From an optimization exercise on the open Yosys and OpenROAD flow, aimed at a short achievable clock period and few clock cycles; shortcuts taken in it are not production practice.
Function was checked by simulation only, so behaviour that the tests miss may differ from the original.
No activity file was given, so power comes from the tool's default toggle rates.

Design rbfsm_rx, start of the top module:
module rbfsm_rx (
    input  wire        clk,
    input  wire        rst,
    input  wire        push_valid,
    input  wire [7:0]  push_data,
    output wire        push_ready,
    input  wire        cmd_valid,
    input  wire [7:0]  cmd_cap,
    output wire        busy,
    output reg         res_valid,
    output reg  [3:0]  res_code,
    output reg  [7:0]  res_val,
    output reg  [15:0] res_crc,
    output reg         dout_valid,
    output reg  [7:0]  dout_data,
    output wire [6:0]  rb_len,
    output reg  [15:0] corrupt_count
);
    localparam [7:0] DELIM = 8'h7E;
    localparam [7:0] ESCB  = 8'h7D;
    localparam [7:0] XORM  = 8'h20;
    localparam [3:0] RES_OK        = 4'h0;
    localparam [3:0] RES_TOO_SMALL = 4'h5;
    localparam [3:0] RES_NO_FRAME  = 4'h6;
    localparam [3:0] RES_CORRUPT   = 4'h7;
    localparam integer DN = 64;    
    localparam integer FN = 32;    
    localparam integer FW = 22;    
    reg  [6:0]  wc;         
    reg  [6:0]  len;        
    reg         pr_q;       
    reg         st_str;     
    reg         st_dec;     
    reg         st_wait;    
    reg         fits_r;     
    reg         one_r;      
    reg         rem1;       
    reg         busy_q;     
    reg  [7:0]  cap_q;
    reg  [5:0]  rem;        
    reg         pv_q;
    reg  [7:0]  pd_q;
    reg         isE_q;      
    reg         isD_q;      
    reg  [6:0]  pp_q;       
    reg         open;       
    reg         esc;        
    reg  [6:0]  pL;         
    reg         pge1;       
    reg         pge2;       
    reg  [7:0]  d1, d2;     
    reg  [15:0] crc;        
    reg  [6:0]  pstart;     
    reg  [8*DN-1:0] dq;
    reg  [DN:0] doh;        
    reg         hoff;       
    reg  [FW*FN-1:0] fq;
    reg  [FN:0] foh;        
    reg         fstale;     
    reg  [5:0]  live;       
    reg         hf;         
    assign busy       = busy_q;
    assign push_ready = pr_q;
    assign rb_len     = len;
    wire       term  = pv_q && isE_q && open;                  
    wire       emit  = pv_q && (isE_q ? esc : (esc || !isD_q));
    wire [7:0] dval  = isE_q ? (DELIM ^ XORM) : (esc ? (pd_q ^ XORM) : pd_q);
  ...
For scale: roughly 5,400 cells after synthesis, roughly 83 I/O pins, about 64,000 um2 of cells after synthesis.
Settings: LEC_CHECK=0, ABC_CLOCK_PERIOD_IN_PS=2500, CAP_MARGIN=20, CORE_MARGIN=2, CORE_UTILIZATION=50, SETUP_SLACK_MARGIN=5, SLEW_MARGIN=20; clock period 8.0 ns.
standard.sh (not shown) runs the stock make flow with config.mk's settings and CLKGATE_MAP_FILE= SYNTH_SCRIPT=/design/flow/synth_recipe.tcl, a recipe that flattens the netlist after the stock synthesis.
==> flow/flow/run.sh <==
#!/bin/bash
set -o pipefail
sed -e 's/SETUP_SLACK_MARGIN=[0-9.]*/SETUP_SLACK_MARGIN=5.8/' \
    -e 's/"\${@:-finish}"/BUFFER_PORTS_ARGS="-buffer_cell sky130_fd_sc_hd__buf_4" "${@:-finish}"/' standard.sh > standard_m.sh
bash standard_m.sh > standard.log 2>&1
Testbench counts at the start, summed over its fixed seeds: cycles 73,805.
Then changed:
- CORE_UTILIZATION: 50 -> 60
- CTS_CLUSTER_DIAMETER: default -> 60
- CTS_CLUSTER_SIZE: default -> 25
Power drops by 4.8%.
Die area decreases by 16%.
Core utilization rose by 6.6 points.
Cell area shrinks by 8.6%.
Register-to-register slack gains 0.06 ns.
Area after synthesis is unchanged.
Then changed:
- CORE_UTILIZATION: 60 -> 55
- CTS_CLUSTER_DIAMETER: 60 -> 80
- CTS_CLUSTER_SIZE: 25 -> 30
The changed run finished clean.
First-iteration DRC count goes up by 0.68%.
Final area goes up by 0.85%.
Die area goes up by about 9%.
Hold slack is worse by 0.0056 ns.
Wire length goes up by about 7%.
Sequential share of layout area goes down by 0.48 points.
Setup slack is better by 0.027 ns.
Synthesized area does not change.

---

The RTL this note starts from:
==> flow/design.v <==
module rbfsm_rx (
    input  wire        clk,
    input  wire        rst,
    input  wire        push_valid,
    input  wire [7:0]  push_data,
    output wire        push_ready,
    input  wire        cmd_valid,
    input  wire [7:0]  cmd_cap,
    output wire        busy,
    output reg         res_valid,
    output reg  [3:0]  res_code,
    output reg  [7:0]  res_val,
    output reg  [15:0] res_crc,
    output reg         dout_valid,
    output reg  [7:0]  dout_data,
    output wire [6:0]  rb_len,
    output reg  [15:0] corrupt_count
);
    localparam [7:0] DELIM = 8'h7E;
    localparam [7:0] ESCB  = 8'h7D;
    localparam [7:0] XORM  = 8'h20;
    localparam [3:0] RES_OK        = 4'h0;
    localparam [3:0] RES_TOO_SMALL = 4'h5;
    localparam [3:0] RES_NO_FRAME  = 4'h6;
    localparam [3:0] RES_CORRUPT   = 4'h7;
    localparam integer DN = 64;    
    localparam integer FN = 32;    
    localparam integer FW = 22;    
    reg  [6:0]  wc;         
    reg  [6:0]  len;        
    reg         pr_q;       
    reg         st_str;     
    reg         st_wait;    
    reg         busy_q;     
    reg  [7:0]  cap_q;
    reg  [5:0]  rem;        
    reg         pv_q;
    reg  [7:0]  pd_q;
    reg         isE_q;      
    reg         isD_q;      
    reg  [6:0]  pp_q;       
    reg         open;       
    reg         esc;        
    reg  [6:0]  pL;         
    reg  [7:0]  d1, d2;     
    reg  [15:0] crc;        
    reg  [6:0]  pstart;     
    reg  [8*DN-1:0] dq;
    reg  [DN:0] doh;        
    reg         hoff;       
    reg  [FW*FN-1:0] fq;
    reg  [FN:0] foh;        
    reg         fstale;     
    reg  [5:0]  live;       
    reg         hf;         
    assign busy       = busy_q;
    assign push_ready = pr_q;
    assign rb_len     = len;
    wire       term  = pv_q && isE_q && open;                  
    wire       emit  = pv_q && (isE_q ? esc : (esc || !isD_q));
    wire [7:0] dval  = isE_q ? (DELIM ^ XORM) : (esc ? (pd_q ^ XORM) : pd_q);
    function [15:0] crc_byte(input [15:0] c, input [7:0] b);
        integer i;
        reg [15:0] x;
        begin
            x = c ^ {b, 8'h00};
            for (i = 0; i < 8; i = i + 1)
                x = x[15] ? ({x[14:0], 1'b0} ^ 16'h1021) : {x[14:0], 1'b0};
            crc_byte = x;
        end
    endfunction
    wire [15:0] crc_u = crc_byte(crc, d2);
    wire [15:0] cr2   = (pL >= 7'd2) ? crc_u : crc;
    wire        okc   = esc ? ((pL >= 7'd1) && (cr2 == {DELIM ^ XORM, d1}))
                            : ((pL >= 7'd2) && (crc == {d1, d2}));
    wire [6:0]  Lc    = pL + {6'd0, esc};
    wire [FW-1:0] fnew = {okc, Lc, pstart, pp_q + 7'd1};
    wire [FW-1:0] hfr = fstale ? fq[2*FW-1:FW] : fq[FW-1:0];
    wire        h_ok = hfr[21];
    wire [6:0]  h_L  = hfr[20:14];
    wire [6:0]  h_S  = hfr[13:7];
    wire [6:0]  h_E  = hfr[6:0];
    wire [7:0]  dh0  = hoff ? dq[15:8] : dq[7:0];    
    wire [7:0]  dh1  = dq[15:8];                     
    wire wait_case = term && !hf;         
    wire idle  = !st_str && !st_wait;
    wire acc   = idle && cmd_valid;
    wire go    = (acc && !wait_case) || st_wait;
    wire one   = (h_L == 7'd1);
    wire fits_in = (|cmd_cap[7:6]) || (cmd_cap[5:0] >= h_L[5:0]);
    wire fits_q  = (|cap_q[7:6])   || (cap_q[5:0]   >= h_L[5:0]);
    wire nz_in   = |cmd_cap;
    wire fits  = st_wait ? fits_q : fits_in;
    wire nz    = st_wait ? (|cap_q) : nz_in;        
    wire nofr  = !hf;
    wire cons  = go && hf && fits;                  
    wire fpop_a = go && hf && one && nz;            
    wire last_s = st_str && (rem == 6'd1);          
    wire fpop  = fpop_a || last_s;
    wire cc_inc = fpop_a || (last_s && !h_ok);
    wire [6:0] t_nf  = open ? pstart : ((pv_q && !isE_q) ? pp_q : wc);
    wire [6:0] len_nf = wc - t_nf;
    wire [6:0] len_s  = wc - h_S;
    wire [6:0] len_e  = wc - h_E;
    wire [DN-1:0] dws = hoff   ? doh[DN:1] : doh[DN-1:0];
    wire [FN-1:0] fws = fstale ? foh[FN:1] : foh[FN-1:0];
    wire          fwe = term;
    integer i;
    always @(posedge clk) begin
        for (i = 0; i < DN; i = i + 1) begin
            if (emit && dws[i])
                dq[8*i +: 8] <= dval;
            else if (hoff)
                dq[8*i +: 8] <= (i == DN-1) ? 8'h00 : dq[8*(i+1) +: 8];
        end
        for (i = 0; i < FN; i = i + 1) begin
            if (fwe && fws[i])
                fq[FW*i +: FW] <= fnew;
            else if (fstale)
                fq[FW*i +: FW] <= (i == FN-1) ? {FW{1'b0}} : fq[FW*(i+1) +: FW];
        end
    end
    wire [DN:0] doh_n = (emit == hoff) ? doh : (emit ? {doh[DN-1:0], 1'b0} : {1'b0, doh[DN:1]});
    wire [FN:0] foh_n = (fwe == fstale) ? foh : (fwe ? {foh[FN-1:0], 1'b0} : {1'b0, foh[FN:1]});
    wire [5:0]  live_w = live + {5'd0, fwe};
    wire [5:0]  live_p = live_w - 6'd1;
    wire [15:0] cc_p1  = corrupt_count + 16'd1;
    always @(posedge clk) begin
        if (rst) begin
            wc            <= 7'd0;
            len           <= 7'd0;
            pr_q          <= 1'b1;
            st_str        <= 1'b0;
            st_wait       <= 1'b0;
            busy_q        <= 1'b0;
            cap_q         <= 8'd0;
            rem           <= 6'd0;
            pv_q          <= 1'b0;
            pd_q          <= 8'd0;
            isE_q         <= 1'b0;
            isD_q         <= 1'b0;
            pp_q          <= 7'd0;
            open          <= 1'b0;
            esc           <= 1'b0;
            pL            <= 7'd0;
            d1            <= 8'd0;
            d2            <= 8'd0;
            crc           <= 16'hFFFF;
            pstart        <= 7'd0;
            doh           <= {{DN{1'b0}}, 1'b1};
            hoff          <= 1'b0;
            foh           <= {{FN{1'b0}}, 1'b1};
            fstale        <= 1'b0;
            live          <= 6'd0;
            hf            <= 1'b0;
            res_valid     <= 1'b0;
            res_code      <= 4'd0;
            res_val       <= 8'd0;
            res_crc       <= 16'd0;
            dout_valid    <= 1'b0;
            dout_data     <= 8'd0;
            corrupt_count <= 16'd0;
        end else begin
            res_valid  <= 1'b0;
            dout_valid <= 1'b0;
            pv_q  <= push_valid && pr_q;
            pd_q  <= push_data;
            isE_q <= (push_data == DELIM);
            isD_q <= (push_data == ESCB);
            pp_q  <= wc;
            if (push_valid && pr_q) begin
                wc   <= wc + 7'd1;
                len  <= len + 7'd1;
                pr_q <= (len != 7'd63);
            end
            if (pv_q) begin
                if (isE_q) begin
                    if (open) begin
                        open <= 1'b0;
                        esc  <= 1'b0;
                        pL   <= 7'd0;
                        crc  <= 16'hFFFF;
                    end
                end else begin
                    if (!open) begin
                        open   <= 1'b1;
                        pstart <= pp_q;
                    end
                    if (esc || !isD_q) begin
                        esc <= 1'b0;
                        pL  <= pL + 7'd1;
                        d1  <= dval;
                        d2  <= d1;
                        if (pL >= 7'd2)
                            crc <= crc_u;
                    end else begin
                        esc <= 1'b1;
                    end
                end
            end
            doh    <= doh_n;
            hoff   <= cons || st_str;
            foh    <= foh_n;
            fstale <= fpop;
            live   <= fpop ? live_p : live_w;
            hf     <= fwe || (fpop ? (live != 6'd1) : hf);
            if (cc_inc)
                corrupt_count <= cc_p1;
            if (acc && wait_case) begin
                st_wait <= 1'b1;
                busy_q  <= 1'b1;
                cap_q   <= cmd_cap;
                pr_q    <= 1'b0;
            end
            if (go) begin
                st_wait    <= 1'b0;
                res_valid  <= nofr || !fits || one;
                res_code   <= nofr ? RES_NO_FRAME : (fits ? RES_CORRUPT : RES_TOO_SMALL);
                res_val    <= 8'd1;
                res_crc    <= {8'h00, dh0};
                dout_valid <= hf && fits;
                dout_data  <= dh0;
                rem        <= h_L[5:0] - 6'd1;
                st_str     <= hf && fits && !one;
                busy_q     <= hf && fits && !one;
                if (nofr)
                    len <= len_nf;
                else if (one && nz)
                    len <= len_e;
                else
                    len <= len_s;        
                if (nofr)
                    pr_q <= (len_nf != 7'd64);
                else if (one && nz)
                    pr_q <= 1'b1;
                else
                    pr_q <= !fits && (len_s != 7'd64);
            end
            if (st_str) begin
                dout_valid <= 1'b1;
                dout_data  <= dh1;
                rem        <= rem - 6'd1;
                if (rem == 6'd1) begin
                    st_str    <= 1'b0;
                    busy_q    <= 1'b0;
                    res_valid <= 1'b1;
                    res_crc   <= {dh1, dout_data};
                    len       <= len_e;
                    pr_q      <= 1'b1;
                    res_code  <= h_ok ? RES_OK : RES_CORRUPT;
                    res_val   <= h_ok ? {1'b0, h_L - 7'd2} : {1'b0, h_L};
                end
            end
        end
    end
endmodule
==> flow/config.mk <==
export PLATFORM = sky130hd
export DESIGN_NAME = rbfsm_rx
export DESIGN_NICKNAME = rbfsm_rx
export VERILOG_FILES = /design/flow/design.v
export SDC_FILE = /design/flow/constraint.sdc
export NUM_CORES = 4
export LEC_CHECK = 0
export ABC_CLOCK_PERIOD_IN_PS = 2500
export CAP_MARGIN = 20
export CORE_MARGIN = 2
export CORE_UTILIZATION = 50
export SETUP_SLACK_MARGIN = 5
export SLEW_MARGIN = 20
==> flow/constraint.sdc <==
create_clock -name core_clock -period 8.0 [get_ports {clk}]
set_input_delay 1.6000 -clock core_clock [delete_from_list [all_inputs] [get_ports {clk}]]
set_output_delay 1.6000 -clock core_clock [all_outputs]
set_load 0.01 [all_outputs]
run.sh (not shown) runs the stock make flow with config.mk's settings and CLKGATE_MAP_FILE= SYNTH_SCRIPT=/design/flow/synth_recipe.tcl, a recipe that flattens the netlist after the stock synthesis.
Stock flow here: none of the scripts above is used.
The first run finished clean.
Testbench counts at the start, summed over its fixed seeds: cycles 73,718.
Change:
==> flow/flow/run.sh (new file) <==
#!/bin/bash
set -o pipefail
sed -e 's/SETUP_SLACK_MARGIN=[0-9.]*/SETUP_SLACK_MARGIN=5.8/' \
    -e 's/"\${@:-finish}"/BUFFER_PORTS_ARGS="-buffer_cell sky130_fd_sc_hd__buf_4" "${@:-finish}"/' standard.sh > standard_m.sh
bash standard_m.sh > standard.log 2>&1
==> flow/standard.sh (new file) <==
#!/bin/bash
# synth_recipe.tcl (not shown) runs the flow's synth.tcl, then flattens the netlist and writes it again
# the make line also repeats each setting of config.mk as NAME=value (left out here)
make -C /OpenROAD-flow-scripts/flow DESIGN_CONFIG=/design/flow/config.mk WORK_HOME=/design/flow/orfs CLKGATE_MAP_FILE= SYNTH_SCRIPT=/design/flow/synth_recipe.tcl "${@:-finish}"
removed: flow/run.sh
=> The new run finished clean; utilization came out higher by 5.0 points; total power rises by 2.1%; via count rises by 6.1%; register-to-register slack gets better by 0.05 ns; sequential share of layout area came out lower by 4.6 points; area after synthesis does not change; combinational power went up by 33%; count of clock-buffer cells in the layout went up by 25; global-route usage increases by 1.1 points; maximum frequency came out higher by 2.9%; wire length goes up by 14%.
Change:
- CORE_UTILIZATION: 50 -> 55
- CTS_CLUSTER_DIAMETER: default -> 60
- CTS_CLUSTER_SIZE: default -> 30
After rerunning:
- total power decreases by a few percent
- fmax rose slightly
- global-route usage grows by 2.7 points
- non-clock buffer count increases by 1
- wire length went down slightly
- count of clock-buffer cells in the layout fell by 81
- final cell count decreases by a few percent
- die area decreases by a little under a tenth
- synthesized cell count does not change
- critical path depth stays the same
- utilization grows by 5.1 points
Change:
==> flow/flow/run.sh (replaced) <==
#!/bin/bash
set -o pipefail
sed 's/SETUP_SLACK_MARGIN=[0-9.]*/SETUP_SLACK_MARGIN=5.6/' standard.sh > standard_m.sh
bash standard_m.sh > standard.log 2>&1
- CORE_UTILIZATION: 55 -> 50
- CTS_CLUSTER_DIAMETER: 60 -> default
- CTS_CLUSTER_SIZE: 30 -> default
=> The changed run passed the timing, design-rule and antenna checks. Synthesized area is unchanged. Routed wire length came out lower by 6.4%. Global-route usage falls by 3.6 points.

[afterwards: timing with drivers on the ports]
Ports are ideal in the flow. The routed layouts listed here were re-timed in OpenROAD. Step 1 sets driving cells, clkbuf_16 on the clock port and buf_2 on the other inputs (assumed; they add their load-dependent delay and slew). Step 2 also shifts input and output timing later by t, the mid clock arrival at the registers, as if the neighbouring blocks saw the same clock. Slacks: no drivers / after step 1 / after step 2; pairs: no drivers / after step 1.
| run | shift t [ns] | slack for setup (ns) | hold slack, ns | worst slew at a driven data input, ns | pins driven straight from the clock port |
|---|---|---|---|---|---|
| the first run of note 1 | 0.835 | 5.005 / 4.935 / 4.725 | 0.475 / 0.475 / 0.475 | 0.21 | 1 |
| the second run of note 1 | 0.786 | 5.185 / 5.117 / 4.752 | 0.484 / 0.484 / 0.484 | 0.11 | 1 |
| the third run of note 1 | 0.754 | 5.211 / 5.141 / 4.756 | 0.478 / 0.478 / 0.478 | 0.20 | 1 |
| the first run of note 2 | 0.831 | 5.050 / 4.979 / 4.257 | 0.467 / 0.467 / 0.467 | 0.06 | 1 |
| the second run of note 2 | 0.837 | 5.133 / 5.061 / 4.590 | 0.470 / 0.470 / 0.470 | 0.07 | 1 |
| the third run of note 2 | 0.831 | 5.155 / 5.086 / 4.655 | 0.471 / 0.471 / 0.471 | 0.07 | 1 |
| the fourth run of note 2 | 0.837 | 5.135 / 5.061 / 4.508 | 0.472 / 0.472 / 0.472 | 0.07 | 1 |
After both steps setup and hold are still met in every run listed. For the first run of note 2, which loses most, drivers alone change the setup slack by -0.071 ns; drivers and shift together by -0.793 ns.
